This is an optimization exercise on Yosys and OpenROAD, whose aim is small area, not a production implementation. In this exercise RTL edits were held to simulation tests only and were not proved equivalent to the original.

==> flow/design.v, too long to show whole: its modules and the start of the top module <==
// module sl_fa: 7 lines
// module sl_ha: 7 lines
// module sl_cge: 6 lines
// module sl_ao222n: 6 lines
// module seelevel: 3485 lines
module seelevel (
    input  wire        clk,
    input  wire        rst,
    input  wire        rx,
    output wire        tx,
    output wire        irq,
    input  wire        bus_en,
    input  wire        bus_we,
    input  wire [11:0] bus_addr,
    input  wire [31:0] bus_wdata,
    output wire [31:0] bus_rdata
);
  // ...
==> flow/flow/run.sh <==
#!/bin/bash
# Own layout flow: the standard ORFS flow (standard.sh, unchanged
# synthesis, floorplan, placement, routing and finishing) with two changes:
#  - clock tree synthesis with fixed sink clusters (30 sinks, 80 um) and no
#    dummy loads;
#  - minimum-size buffers on the input and output ports.
# The make output goes to standard.log; ORFS keeps each tool's log under
# orfs/logs/.
set -euo pipefail
export CTS_ARGS="-sink_clustering_enable -repair_clock_nets -dont_use_dummy_load -sink_clustering_size 30 -sink_clustering_max_diameter 80"
export BUFFER_PORTS_ARGS="-buffer_cell sky130_fd_sc_hd__buf_1"
bash standard.sh > standard.log 2>&1
==> flow/standard.sh <==
#!/bin/bash
# synth_recipe.tcl (not shown) runs the flow's synth.tcl, then flattens the netlist and writes it again
# the make line also repeats each setting of config.mk as NAME=value (left out here)
make -C /OpenROAD-flow-scripts/flow DESIGN_CONFIG=/design/flow/config.mk WORK_HOME=/design/flow/orfs CLKGATE_MAP_FILE= SYNTH_SCRIPT=/design/flow/synth_recipe.tcl "${@:-finish}"
==> flow/config.mk <==
export PLATFORM = sky130hd
export DESIGN_NAME = seelevel
export DESIGN_NICKNAME = seelevel
export VERILOG_FILES = /design/flow/design.v
export SDC_FILE = /design/flow/constraint.sdc
export NUM_CORES = 4
export LEC_CHECK = 0
export CAP_MARGIN = 20
export CORE_MARGIN = 2
export CORE_UTILIZATION = 80
export PLACE_DENSITY = 0.88
export SLEW_MARGIN = 20
export SYNTH_HIERARCHICAL = 1
==> flow/constraint.sdc <==
create_clock -name core_clock -period 50.0 [get_ports {clk}]
set_input_delay 10.0000 -clock core_clock [delete_from_list [all_inputs] [get_ports {clk}]]
set_output_delay 10.0000 -clock core_clock [all_outputs]
set_load 0.01 [all_outputs]
==> impl_metrics.py, run 1 <==
metrics = {
    "synthesis": {
        "synthFlopType": "edfxtp_1",
        "synth_compound_area_frac": 0.152,
        "ys_warn_count": 8,
        "ys_seq_elements": 2130,
        "synth_area_leaders": "edfxtp_1 (59%), a222oi_1 (11%), dfxtp_1 (6.9%)",
        "synth_adder_area_share": 0.0580,
        "synth.most_common_cell": "edfxtp_1",
        "yosys.area_share.simple": 0.103,
        "synth_common_cells": "edfxtp_1 (1814), a222oi_1 (1046), nor2_1 (487), nand2_1 (416), inv_1 (361)",
        "synthCells": 6469,
        "yosysUniqueCellTypes": 85,
        "yosysSeqAreaShare": 0.663,
        "syn_nets": 6815,
        "synth_top_family_by_area": "compound AO/OA/AOI/OAI gates",
        "synth-xor-area-share": 0.00258,
        "synth_edf_count": 1814,
    },
    "cts": {
        "numCtsBuffers": 85,
        "clockBufferDepth": 3,
        "hold_buffers": 0,
        "cts_resized": 0,
    },
    "grt": {
        "grt_max_degree": 96,
    },
    "die": {
        "die_y_um": 343,
        "io_pins": 83,
        "rows": 124,
        "start_util": 0.805,
    },
    "status": {
        "outcome": "stopped before the end",
        "error_line": "[ERROR GRT-0232] Routing congestion too high. Check the congestion heatmap in the GUI.",
        "stop_stage": "global routing",
    },
}
==> run 2: changes to the inputs <==
--- a/flow/design.v
+++ b/flow/design.v
@@ -112,22 +112,17 @@
     wire [15:0] dur_meas = (|el[31:16]) ? 16'hFFFF : el[15:0];
     wire in_soff = (phase == PH_SEL_OFF);
     wire in_son  = (phase == PH_SEL_ON);
     wire in_ch   = (phase == PH_CAP_HIGH);
     wire in_cl   = (phase == PH_CAP_LOW);
     wire in_eval = (phase == PH_EVAL);
     wire sel_more = (sel_rem != 8'd0);
     wire cap_store = in_cl & rx_s;
-    wire [95:0] dbit;
-    generate
-        for (g = 0; g < 96; g = g + 1) begin : g_dbit
-            assign dbit[g] = (dur_q[16*g +: 16] > 16'd26);
-        end
-    endgenerate
+    reg  [95:0] dbit;
     wire            dec_ok;
     wire [12*8-1:0] dec_bytes;
     wire [2:0]      fail_code;
     wire [10*8-1:0] seg_out;
     wire [9:0]      seg_wr;
     wire [3:0]      seg_n;
     wire            lvl_fault;
     wire [14:0]     lvl_m;
@@ -236,29 +231,32 @@
         wire frame_op  = (cop == C_DEC);
     wire ev_failed = in_eval & ~is_lvl & (fail_code != 3'd0);
     wire ev_passed = in_eval & (is_lvl | (fail_code == 3'd0));
     wire seg_commit = ev_passed & ~is_lvl;
     wire frame_commit = in_eval & frame_op & dec_ok;
     wire [6:0]  dur_widx = busy ? dur_count : dur_idx;
     wire        dur_we   = busy ? cap_store : (hw & is_dur);
     wire [15:0] dur_wd   = use_int ? dur_meas : wd16;
+    wire        dur_wd_gt = (dur_wd > 16'd26);
     wire [5:0]  dwh;
     wire [15:0] dwl;
     generate
         for (g = 0; g < 6; g = g + 1) begin : g_dwh
             assign dwh[g] = rst | (dur_we & (dur_widx[6:4] == g));
         end
         for (g = 0; g < 16; g = g + 1) begin : g_dwl
             assign dwl[g] = rst | (dur_widx[3:0] == g);
         end
         for (g = 0; g < 96; g = g + 1) begin : g_dur
             always @(posedge clk)
-                if (dwh[g/16] & dwl[g%16])
+                if (dwh[g/16] & dwl[g%16]) begin
                     dur_q[16*g +: 16] <= dur_wd;
+                    dbit[g]           <= dur_wd_gt;
+                end
         end
     endgenerate
     genvar b;
     generate
         for (g = 0; g < 12; g = g + 1) begin : g_frame
             wire wh = rst | (hw & is_frame & (w[3:0] == g));
             wire wi = frame_commit & ~rst;
             wire wk = ~(wh | wi);
==> flow/run.sh (new file) <==
#!/bin/bash
# synth_recipe.tcl (not shown) runs the flow's synth.tcl, then flattens the netlist and writes it again
# the make line also repeats each setting of config.mk as NAME=value (left out here)
make -C /OpenROAD-flow-scripts/flow DESIGN_CONFIG=/design/flow/config.mk WORK_HOME=/design/flow/orfs CLKGATE_MAP_FILE= SYNTH_SCRIPT=/design/flow/synth_recipe.tcl finish
==> flow/config.mk (replaced) <==
export PLATFORM = sky130hd
export DESIGN_NAME = seelevel
export DESIGN_NICKNAME = seelevel
export VERILOG_FILES = /design/flow/design.v
export SDC_FILE = /design/flow/constraint.sdc
export NUM_CORES = 4
export LEC_CHECK = 0
export CAP_MARGIN = 35
export CORE_MARGIN = 2
export CORE_UTILIZATION = 65
export CTS_CLUSTER_DIAMETER = 80
export CTS_CLUSTER_SIZE = 30
export PLACE_DENSITY = 0.75
export SLEW_MARGIN = 45
export SYNTH_HIERARCHICAL = 1
removed: flow/flow/run.sh
removed: flow/standard.sh
==> impl_metrics.py, run 2 <==
metrics = {
    "status": {
        "outcome": "finished clean",
    },
    "die": {
        "start_util": 0.655,
        "fp.dieArea_um2": 144000,
        "io_pins": 83,
        "core_um2": 140000,
        "chipWidth_um": 379,
        "rows": 137,
        "die_y_um": 379,
    },
    "route": {
        "drt_wl_total_um": 329000,
        "drtIter0Drc": 16700,
        "ant_nets": 0,
        "firstDrtPassIters": 13,
        "vias": 65800,
        "detail_route.drc_violations": 0,
        "viasPerCell": 7.83,
        "wl_per_cell_um": 39.1,
    },
    "critical_path": {
        "crit_arrival_ps": 15820,
        "worstSetupStartpointType": "primary input",
        "worstPathCellList": "clkdlybuf4s50_1 > nor2_1 > nand2_1 > buf_4 > nor2_2 > buf_4 > a222oi_1 > nand4_1 > nor4_1 > nand3_1 > clkdlybuf4s50_1",
        "crit_type": "primary input to primary output",
        "crit_path_end_kind": "primary output",
        "cp_num_buf_inv": 4,
        "cp_data_required_time_ps": 40000,
        "critPathTopFamily": "simple AND/OR/NAND/NOR gates",
        "cp_max_fo": 32,
        "slowest_stage": "clkdlybuf4s50_1",
        "slowest_delay_ps": 930,
    },
    "synthesis": {
        "synth_common_cells": "edfxtp_1 (1910), a222oi_1 (1046), nor2_1 (499), inv_1 (352), dfxtp_1 (316)",
        "synth_edf_count": 1910,
        "synth.most_common_cell": "edfxtp_1",
        "synthFlopType": "edfxtp_1",
        "synthArstFlopShare": 0,
        "synthCells": 5942,
        "syn_nets": 6288,
        "ys_warn_count": 8,
        "yosysUniqueCellTypes": 83,
        "synth_area_leaders": "edfxtp_1 (63%), a222oi_1 (11%), dfxtp_1 (6.9%)",
        "synth.cell_area_um2": 91400,
        "yosysSeqAreaShare": 0.697,
        "synth_area_leader_cell": "edfxtp_1",
        "synth_top_area_share": 0.628,
        "synth_area_per_cell_um2": 15.4,
        "ys_seq_elements": 2226,
    },
    "grt": {
        "antenna_found_initial": 20,
        "grt_overflow": 0,
        "grt_first_pass_wirelength_um": 455000,
        "grt_max_degree": 98,
        "grt_usage": 0.455,
        "first_global_vias": 60900,
    },
    "cts": {
        "htree_levels": 3,
        "clk_pin_slew_ps": 90,
        "clockBufferDepth": 3,
        "clock_tree.root_cell": "clkbuf_16",
        "hold_buffers": 0,
        "clock-sinks": 2226,
        "numCtsBuffers": 100,
        "cts_tree": "yes",
        "cts_setup_buffers": 0,
        "cts_resized": 0,
        "worstSkewPairLatency_ps": 800,
    },
    "layout": {
        "fin_nets": 6796,
        "final_cell_mix": "edfxtp_1 (1910), a222oi_1 (1046), nor2_1 (390)",
        "syn2layout_area_growth_pct": 11.6,
        "layout_commonest_cell": "edfxtp_1",
        "final_core_util": 0.731,
        "top_regs": "dur_q: 1536 flops, cal_ref: 128 flops",
        "drive_above_1_share": 0.139,
        "regMostFlops": "dur_q",
        "largest_reg_flops": 1536,
    },
    "timing": {
        "fin_worst_skew_ps": 76.1,
        "post-route-period-util": 0.516,
        "setup_tns_ps": 0,
        "finalHoldViolations": 0,
        "finalSetupViolations": 0,
        "rsz0062_at_grt": "no",
        "final_max_slew_viol_count": 0,
        "worst_slew_pin_slew_ps": 913,
        "relSlewSlack": 0.386,
        "period_minus_slack_ps": 25820,
        "max_freq_mhz": 38.7,
    },
    "placed_design": {
        "hpwlAfterDp_um": 226000,
        "io_buffers": 65,
        "gp_congestion": 1.08,
    },
    "flow_run": {
        "maxCapViolations": 0,
    },
    "worst_hold_path": {
        "hp-class": "flip-flop to flip-flop",
    },
}
## run 2: modules after synthesis (local to each module, per instance)
module,flip-flops and latches,area [um^2],cells
seelevel,2226,75700,4560
sl_fa,0,20.0,1
sl_ha,0,12.5,1
sl_cge,0,15.0,2
sl_ao222n,0,10.0,1
## run 2: area by class of cell
type | count | area [um^2]
Sequential cell | 2226 | 63700
Fill cell | 8846 | 37500
Multi-Input combinational cell | 3232 | 27000
Timing Repair Buffer | 532 | 4170
Clock buffer | 128 | 2660
Tap cell | 1876 | 2350
Inverter | 358 | 1340
Clock inverter | 48 | 779
Antenna cell | 10 | 25.0
## run 2: logic make-up after synthesis
kind of cell	count (synthesis)	share of synthesized area
flops	2226	0.697
simple gates	1484	0.0816
compound gates	1383	0.139
buf+inv	484	0.0202
fa+ha+maj	326	0.0582
xor+xnor	21	0.00201
mux	18	0.00199
## run 2: final timing paths
kind / depth (start not counted) / to / slack, ps / startpoint
worst min register to register: 1 / us[0]$_SDFF_PP0_ / 440 / us[0]$_SDFF_PP0_
worst max-delay path: 11 / bus_rdata[10] / 24180 / bus_addr[3]
worst min-delay path: 1 / us[0]$_SDFF_PP0_ / 440 / us[0]$_SDFF_PP0_
worst max register to register: 48 / lv_m[14]$_DFFE_PP_ / 29440 / cop[0]$_SDFFCE_PN1P_
## run 2: through the flow
step / hold WS (ps) / setup slack (ps) / std cells / cell area [um^2]
floorplan: 389 / 27220 / 5942 / 91400
global placement: 402 / 24060 / 8137 / 97300
detailed placement: 402 / 24580 / 8210 / 98300
CTS: 442 / 24530 / 8386 / 102000
global route: 454 / 24400 / 8401 / 102000
finish: 440 / 24180 / 8410 / 102000
## run 2: per-layer routing
metal,global-route usage,share of wire,up-vias
met5,0.000686,0.00052,-
met4,0.287,0.080,26
met3,0.147,0.16,1113
met2,0.665,0.43,6217
met1,0.593,0.33,32300
li1,-,-,26200

## separate check: timing with driven ports
How much do the figures lean on ideal ports? The routed layout below was timed once more, with nothing changed but the port constraints.
Step 1 sets driving cells, clkbuf_16 on the clock port and buf_2 on the other inputs (assumed; they add their load-dependent delay and slew).
Step 2 moves the port delays by t, midway between the first and last clock arrival at a register: inputs arrive t later, outputs are due t later. That takes back most of the time a late clock gives input paths.
Slacks: ideal / step 1 / step 2; pairs: ideal / step 1.
run: run 2
t, ns: 0.855
setup slack, ns: 24.181 / 24.155 / 24.155
worst data-port slew with drivers (ns): 0.07
cell pins on the clock port's net: 1
After both steps setup and hold are still met in run 2. For run 2, drivers alone change the setup slack by -0.026 ns; drivers and shift together by -0.026 ns.
